This design comes from an exercise in tuning for small area and a short achievable clock period on the open sky130 flow, not from production work. Function was checked by simulation only, so behaviour that the tests miss may differ from the original. Power and IR drop assume default switching activity.

## oak
// wwvb_core
module wwvb_core #(
    parameter signed [7:0] TZ_INIT = -8'sd5
) (
    input  wire        clk,
    input  wire        rst,
    input  wire        edge_valid,
    input  wire        edge_dir,         
    input  wire [31:0] edge_ts,          
    input  wire        bus_valid,
    input  wire        bus_we,
    input  wire [3:0]  bus_addr,
    input  wire [31:0] bus_wdata,
    output wire        bus_ready,
    output reg         bus_rvalid,
    output reg  [31:0] bus_rdata,
    output reg         rtc_wr,
    output wire [15:0] rtc_year,
    output wire [3:0]  rtc_month,
    output wire [4:0]  rtc_day,
    output wire [2:0]  rtc_wday,
    output wire [4:0]  rtc_hour,
    output wire [5:0]  rtc_minute,
    output wire [5:0]  rtc_second,
    output wire [9:0]  rtc_subsec,
    output reg         evt_valid,
    output wire [2:0]  evt_code
);
export LEC_CHECK = 0
export CAP_MARGIN = 20
export CORE_MARGIN = 2
export CORE_UTILIZATION = 40
export SLEW_MARGIN = 20
create_clock -name core_clock -period 45.0 [get_ports {clk}]
standard.sh (not shown) runs the stock make flow with config.mk's settings and CLKGATE_MAP_FILE= SYNTH_SCRIPT=/design/flow/synth_recipe.tcl, a recipe that flattens the netlist after the stock synthesis.
==> flow/flow/run.sh <==
#!/bin/bash
# The standard ORFS layout (standard.sh), with these changes to how the
# layout is made:
#  - synthesis maps the logic with an area-oriented ABC recipe
#    (flow/abc_map.script) in place of ORFS's delay-oriented one; it runs
#    from a copy of ORFS's scripts folder that differs only in that file,
#    so the registers and every other step are the standard ones;
#  - the port buffers are buf_1 cells instead of the larger delay-buffer
#    cells buffer_ports picks on its own;
#  - the clock tree is built from small clock buffers without dummy loads.
# The full make output goes to standard.log here; ORFS keeps each step's
# log under orfs/logs.
set -euo pipefail
rm -rf scripts_abc
cp -r "$FLOW_HOME/scripts" scripts_abc
cp flow/abc_map.script scripts_abc/abc_speed.script
export SCRIPTS_DIR="$PWD/scripts_abc"
export BUFFER_PORTS_ARGS="-buffer_cell sky130_fd_sc_hd__buf_1"
export CTS_ARGS="-sink_clustering_enable -repair_clock_nets -dont_use_dummy_load -buf_list sky130_fd_sc_hd__clkbuf_4"
bash standard.sh > standard.log 2>&1
==> flow/flow/abc_map.script <==
strash
&get -n
&st
&syn2
&dch
&nf -a -R 1000
&st
&syn2
&dch
&nf -a -R 1000
&st
&syn2
&dch
&nf -a -R 1000
&put
topo
stime -c
oak ended with every stage complete and zero timing, DRC or antenna violations.
Inputs modified between oak and pine:
-- flow/flow/run.sh --
<<< oak, line 10
#  - the clock tree is built from small clock buffers without dummy loads.
>>> pine, line 10
#  - the clock tree is built from small clock buffers without dummy loads;
#  - timing repair aims for 27 ns of setup slack, which in this design only
#    the combinational bus_ready path (input to output) falls short of.
<<< oak, line 19
export CTS_ARGS="-sink_clustering_enable -repair_clock_nets -dont_use_dummy_load -buf_list sky130_fd_sc_hd__clkbuf_4"
>>> pine, line 21
export CTS_ARGS="-sink_clustering_enable -repair_clock_nets -dont_use_dummy_load -buf_list sky130_fd_sc_hd__clkbuf_4 -sink_clustering_size 8 -sink_clustering_max_diameter 40"
export SETUP_SLACK_MARGIN=27
Results
- From oak to pine the numbers moved as follows: combinational cell fraction of total power has increased, sequential share of layout area has increased.
- Comparing oak and pine, proportion of power drawn by the clock network is higher on oak.
- oak -> pine: clock-buffer cell count decreased by more than a quarter
- pine has area growth from synthesis to layout below what oak had.
- oak and pine ended up with nearly the same number of multi-input logic gates.
- The wire length on oak is in line with that on pine.
## Diff of input files: birch against pine
==> flow/flow/run.sh <==
#!/bin/bash
# The standard ORFS layout (standard.sh), with two changes to how the
# layout is made: the port buffers are buf_2 cells instead of the larger
# delay-buffer cells buffer_ports picks on its own, and the clock tree is
# built from clkbuf_8 cells without dummy loads. The full make output goes
# to standard.log here; ORFS keeps each step's log under orfs/logs.
set -euo pipefail
export BUFFER_PORTS_ARGS="-buffer_cell sky130_fd_sc_hd__buf_2"
export CTS_ARGS="-sink_clustering_enable -repair_clock_nets -dont_use_dummy_load -buf_list sky130_fd_sc_hd__clkbuf_8"
bash standard.sh > standard.log 2>&1
removed: flow/flow/abc_map.script
### Flow results
Of birch and pine, pine shows the lower post-route fraction of the period consumed by the critical path, with birch above it.
Looking at count of multi-input gates, birch sits above pine.
Clock latency at the later pin of the worst-skew pair: birch vs pine down 0.17 ns
From pine to birch the numbers moved as follows: via count of the first global-routing pass shows an increase of 8.1%; number of tap instances saw an increase.
birch finished all stages; the layout is clean.
Post-detailed-route wirelength per cell: birch vs pine up 1.1 µm
pine -> birch: clock buffer count from CTS decreased by a few percent
The following lists how maple was set up differently from birch:
==> flow/flow/run.sh <==
#!/bin/bash
# The standard ORFS layout (standard.sh), with these changes to how the
# layout is made:
#  - synthesis maps the logic with an area-oriented ABC recipe
#    (flow/abc_map.script) in place of ORFS's delay-oriented one; it runs
#    from a copy of ORFS's scripts folder that differs only in that file,
#    so the registers and every other step are the standard ones;
#  - the port buffers are buf_1 cells instead of the larger delay-buffer
#    cells buffer_ports picks on its own;
#  - the clock tree is built from small clock buffers without dummy loads.
# The full make output goes to standard.log here; ORFS keeps each step's
# log under orfs/logs.
set -euo pipefail
rm -rf scripts_abc
cp -r "$FLOW_HOME/scripts" scripts_abc
cp flow/abc_map.script scripts_abc/abc_speed.script
export SCRIPTS_DIR="$PWD/scripts_abc"
export BUFFER_PORTS_ARGS="-buffer_cell sky130_fd_sc_hd__buf_1"
export CTS_ARGS="-sink_clustering_enable -repair_clock_nets -dont_use_dummy_load -buf_list sky130_fd_sc_hd__clkbuf_4 -sink_clustering_size 8 -sink_clustering_max_diameter 40"
bash standard.sh > standard.log 2>&1
==> flow/flow/abc_map.script (new file) <==
strash
&get -n
&st
&syn2
&dch
&nf -a -R 1000
&st
&syn2
&dch
&nf -a -R 1000
&st
&syn2
&dch
&nf -a -R 1000
&put
topo
stime -c
Findings:
No run among maple and birch stopped early or left any final violation; all are clean. Setup slack at placement in maple is 0.31 ns higher than in birch. Wire length | maple below birch. Taking maple over birch, the die footprint ratio works out to 0.903. Of maple and birch, the run reporting the lower mapped cell area was maple.
Setup changes, maple to cedar
==> flow/flow/run.sh <==
#!/bin/bash
# The standard ORFS layout (standard.sh), with two changes to how the
# layout is made: the port buffers are buf_1 cells instead of the larger
# delay-buffer cells buffer_ports picks on its own, and the clock tree is
# built from clkbuf_4 cells in clusters of up to 10 flip-flops without dummy loads. The full make output goes
# to standard.log here; ORFS keeps each step's log under orfs/logs.
set -euo pipefail
export BUFFER_PORTS_ARGS="-buffer_cell sky130_fd_sc_hd__buf_1"
export CTS_ARGS="-sink_clustering_enable -repair_clock_nets -dont_use_dummy_load -buf_list sky130_fd_sc_hd__clkbuf_4 -sink_clustering_size 10 -sink_clustering_max_diameter 40"
bash standard.sh > standard.log 2>&1
removed: flow/flow/abc_map.script
### Flow results
Diff maple -> cedar: portion of total power attributed to sequential cells -0.2 points; routing usage on met2 moved up; pre-CTS worst setup slack decreased 0.29 ns; worst setup slack went down 0.23 ns; achievable clock frequency lost 0.64 MHz. Diff maple..cedar | buffer share of cell area | negligible. From maple to cedar the numbers moved as follows: overall global routing resource usage closely matched the old numbers; routed wire length went up; cell area went up by 1000 µm². maple ended up with met5 as its highest signal layer in the routed design; cedar ended up with met4.

Another version of the RTL of wwvb_core (not shown whole).
Size: roughly 1300 cells after synthesis, about 220 flip-flops, roughly 170 I/O pins, about 0.012 mm2 of cells after synthesis.
clock: 45.0 ns
lec_check: 0
cap_margin: 20
core_margin: 2
core_utilization: 40
slew_margin: 20
==> flow/flow/run.sh <==
#!/bin/bash
# The standard ORFS layout (standard.sh), with these changes to how the
# layout is made:
#  - synthesis maps the logic with an area-oriented ABC recipe
#    (flow/abc_map.script) in place of ORFS's delay-oriented one; it runs
#    from a copy of ORFS's scripts folder that differs only in that file,
#    so the registers and every other step are the standard ones;
#  - half-adder cells are left out (added to DONT_USE_CELLS): Yosys's
#    extract_fa then maps only full adders, and the half adders it would
#    have made, with the inverters around them, are left to ABC;
#  - the port buffers are buf_1 cells instead of the larger delay-buffer
#    cells buffer_ports picks on its own;
#  - the clock tree is built from small clock buffers without dummy loads;
#  - the constant outputs share one tie cell (SKIP_REPAIR_TIE_FANOUT)
#    instead of one tie cell each;
#  - timing repair aims for 27 ns of setup slack, which in this design only
#    the combinational bus_ready path (input to output) falls short of.
# The full make output goes to standard.log here; ORFS keeps each step's
# log under orfs/logs.
set -euo pipefail
rm -rf scripts_abc
cp -r "$FLOW_HOME/scripts" scripts_abc
cp flow/abc_map.script scripts_abc/abc_speed.script
export SCRIPTS_DIR="$PWD/scripts_abc"
export BUFFER_PORTS_ARGS="-buffer_cell sky130_fd_sc_hd__buf_1"
export CTS_ARGS="-sink_clustering_enable -repair_clock_nets -dont_use_dummy_load -buf_list {sky130_fd_sc_hd__clkbuf_4 sky130_fd_sc_hd__clkbuf_8} -sink_clustering_size 12 -sink_clustering_max_diameter 40"
export SETUP_SLACK_MARGIN=27
# The platform's DONT_USE_CELLS and the half adders, on the make command
# line (ORFS unsets variables from the environment between its steps).
DONT_USE=$(make -C "$FLOW_HOME" DESIGN_CONFIG="$PWD/config.mk" WORK_HOME="$PWD/orfs" \
  print-DONT_USE_CELLS 2> print_dont_use.log | sed -n 's/^DONT_USE_CELLS: //p')
[[ -n "$DONT_USE" ]]
bash standard.sh "DONT_USE_CELLS=$DONT_USE sky130_fd_sc_hd__ha_1 sky130_fd_sc_hd__ha_2 sky130_fd_sc_hd__ha_4" \
  SKIP_REPAIR_TIE_FANOUT=1 finish > standard.log 2>&1
==> flow/flow/abc_map.script <==
strash
&get -n
&st
&syn2
&dch
&nf -a -p -R 1000 -F 8 -A 8 -C 32
&st
&syn2
&dch
&nf -a -p -R 1000 -F 8 -A 8 -C 32
&st
&syn2
&dch
&nf -a -p -R 1000 -F 8 -A 8 -C 32
&put
topo
stime -c
The first run produced a clean layout.
Change:
--- a/flow/flow/run.sh
+++ b/flow/flow/run.sh
@@ -12,6 +12,4 @@
 #    cells buffer_ports picks on its own;
 #  - the clock tree is built from small clock buffers without dummy loads;
-#  - the constant outputs share one tie cell (SKIP_REPAIR_TIE_FANOUT)
-#    instead of one tie cell each;
 #  - timing repair aims for 27 ns of setup slack, which in this design only
 #    the combinational bus_ready path (input to output) falls short of.
@@ -24,5 +22,5 @@
 export SCRIPTS_DIR="$PWD/scripts_abc"
 export BUFFER_PORTS_ARGS="-buffer_cell sky130_fd_sc_hd__buf_1"
-export CTS_ARGS="-sink_clustering_enable -repair_clock_nets -dont_use_dummy_load -buf_list {sky130_fd_sc_hd__clkbuf_4 sky130_fd_sc_hd__clkbuf_8} -sink_clustering_size 12 -sink_clustering_max_diameter 40"
+export CTS_ARGS="-sink_clustering_enable -repair_clock_nets -dont_use_dummy_load -buf_list sky130_fd_sc_hd__clkbuf_4 -sink_clustering_size 8 -sink_clustering_max_diameter 40"
 export SETUP_SLACK_MARGIN=27
 # The platform's DONT_USE_CELLS and the half adders, on the make command
@@ -31,4 +29,3 @@
   print-DONT_USE_CELLS 2> print_dont_use.log | sed -n 's/^DONT_USE_CELLS: //p')
 [[ -n "$DONT_USE" ]]
-bash standard.sh "DONT_USE_CELLS=$DONT_USE sky130_fd_sc_hd__ha_1 sky130_fd_sc_hd__ha_2 sky130_fd_sc_hd__ha_4" \
-  SKIP_REPAIR_TIE_FANOUT=1 finish > standard.log 2>&1
+bash standard.sh "DONT_USE_CELLS=$DONT_USE sky130_fd_sc_hd__ha_1 sky130_fd_sc_hd__ha_2 sky130_fd_sc_hd__ha_4" finish > standard.log 2>&1
Result: The new run ran to the end with no violations; count of clock-buffer cells in the layout increases by 4; global-route usage barely changes; first-iteration DRC count rises by a quarter to a third; synthesized cell count stays the same; cell count rises slightly; design area falls slightly; power is lower by a little under a tenth; routed wire length went down slightly; die area is unchanged; register-to-register slack improved by 0.17 ns; setup slack is about the same.
Change:
--- a/flow/flow/run.sh
+++ b/flow/flow/run.sh
@@ -12,4 +12,6 @@
 #    cells buffer_ports picks on its own;
 #  - the clock tree is built from small clock buffers without dummy loads;
+#  - the constant outputs share one tie cell (SKIP_REPAIR_TIE_FANOUT)
+#    instead of one tie cell each;
 #  - timing repair aims for 27 ns of setup slack, which in this design only
 #    the combinational bus_ready path (input to output) falls short of.
@@ -22,5 +24,5 @@
 export SCRIPTS_DIR="$PWD/scripts_abc"
 export BUFFER_PORTS_ARGS="-buffer_cell sky130_fd_sc_hd__buf_1"
-export CTS_ARGS="-sink_clustering_enable -repair_clock_nets -dont_use_dummy_load -buf_list sky130_fd_sc_hd__clkbuf_4 -sink_clustering_size 8 -sink_clustering_max_diameter 40"
+export CTS_ARGS="-sink_clustering_enable -repair_clock_nets -dont_use_dummy_load -buf_list sky130_fd_sc_hd__clkbuf_4 -sink_clustering_size 10 -sink_clustering_max_diameter 35"
 export SETUP_SLACK_MARGIN=27
 # The platform's DONT_USE_CELLS and the half adders, on the make command
@@ -29,3 +31,4 @@
   print-DONT_USE_CELLS 2> print_dont_use.log | sed -n 's/^DONT_USE_CELLS: //p')
 [[ -n "$DONT_USE" ]]
-bash standard.sh "DONT_USE_CELLS=$DONT_USE sky130_fd_sc_hd__ha_1 sky130_fd_sc_hd__ha_2 sky130_fd_sc_hd__ha_4" finish > standard.log 2>&1
+bash standard.sh "DONT_USE_CELLS=$DONT_USE sky130_fd_sc_hd__ha_1 sky130_fd_sc_hd__ha_2 sky130_fd_sc_hd__ha_4" \
+  SKIP_REPAIR_TIE_FANOUT=1 finish > standard.log 2>&1
Clock power stays flat.
First-iteration DRC count fell by 23%.
Register-to-register slack got worse by 0.13 ns.
Worst setup slack barely changes.
Sequential share of layout area stays flat.
Critical path depth does not change.

[afterwards: timing with drivers on the ports]
Ports are ideal in the flow. The routed layouts listed here were re-timed in OpenROAD. Step 1, drivers: a clkbuf_16 drives clk and a buf_2 each remaining input, both assumed. Step 2 moves the port delays by t, midway between the first and last clock arrival at a register: inputs arrive t later, outputs are due t later. That takes back most of the time a late clock gives input paths. Slacks: ideal / step 1 / step 2; pairs: ideal / step 1.
| run | t (ns) | slack for setup (ns) | worst hold slack (ns) | worst slew at a driven data input, ns | cell pins on the clock port's net |
|---|---|---|---|---|---|
| oak | 0.754 | 26.293 / 26.270 / 26.270 | 0.464 / 0.464 / 0.464 | 0.05 | 1 |
| pine | 0.696 | 26.560 / 26.519 / 26.519 | 0.469 / 0.469 / 0.469 | 0.05 | 1 |
| birch | 0.585 | 26.047 / 26.023 / 26.023 | 0.456 / 0.456 / 0.456 | 0.04 | 1 |
| maple | 0.703 | 26.294 / 26.272 / 26.272 | 0.475 / 0.475 / 0.475 | 0.05 | 1 |
| cedar | 0.721 | 26.068 / 26.041 / 26.041 | 0.450 / 0.450 / 0.450 | 0.04 | 1 |
| the first run of note 2 | 0.551 | 26.568 / 26.527 / 26.527 | 0.444 / 0.444 / 0.444 | 0.05 | 1 |
| the second run of note 2 | 0.664 | 26.569 / 26.529 / 26.529 | 0.454 / 0.454 / 0.454 | 0.05 | 1 |
| the third run of note 2 | 0.687 | 26.567 / 26.526 / 26.526 | 0.443 / 0.443 / 0.443 | 0.05 | 1 |
After both steps every run listed still meets setup and hold.
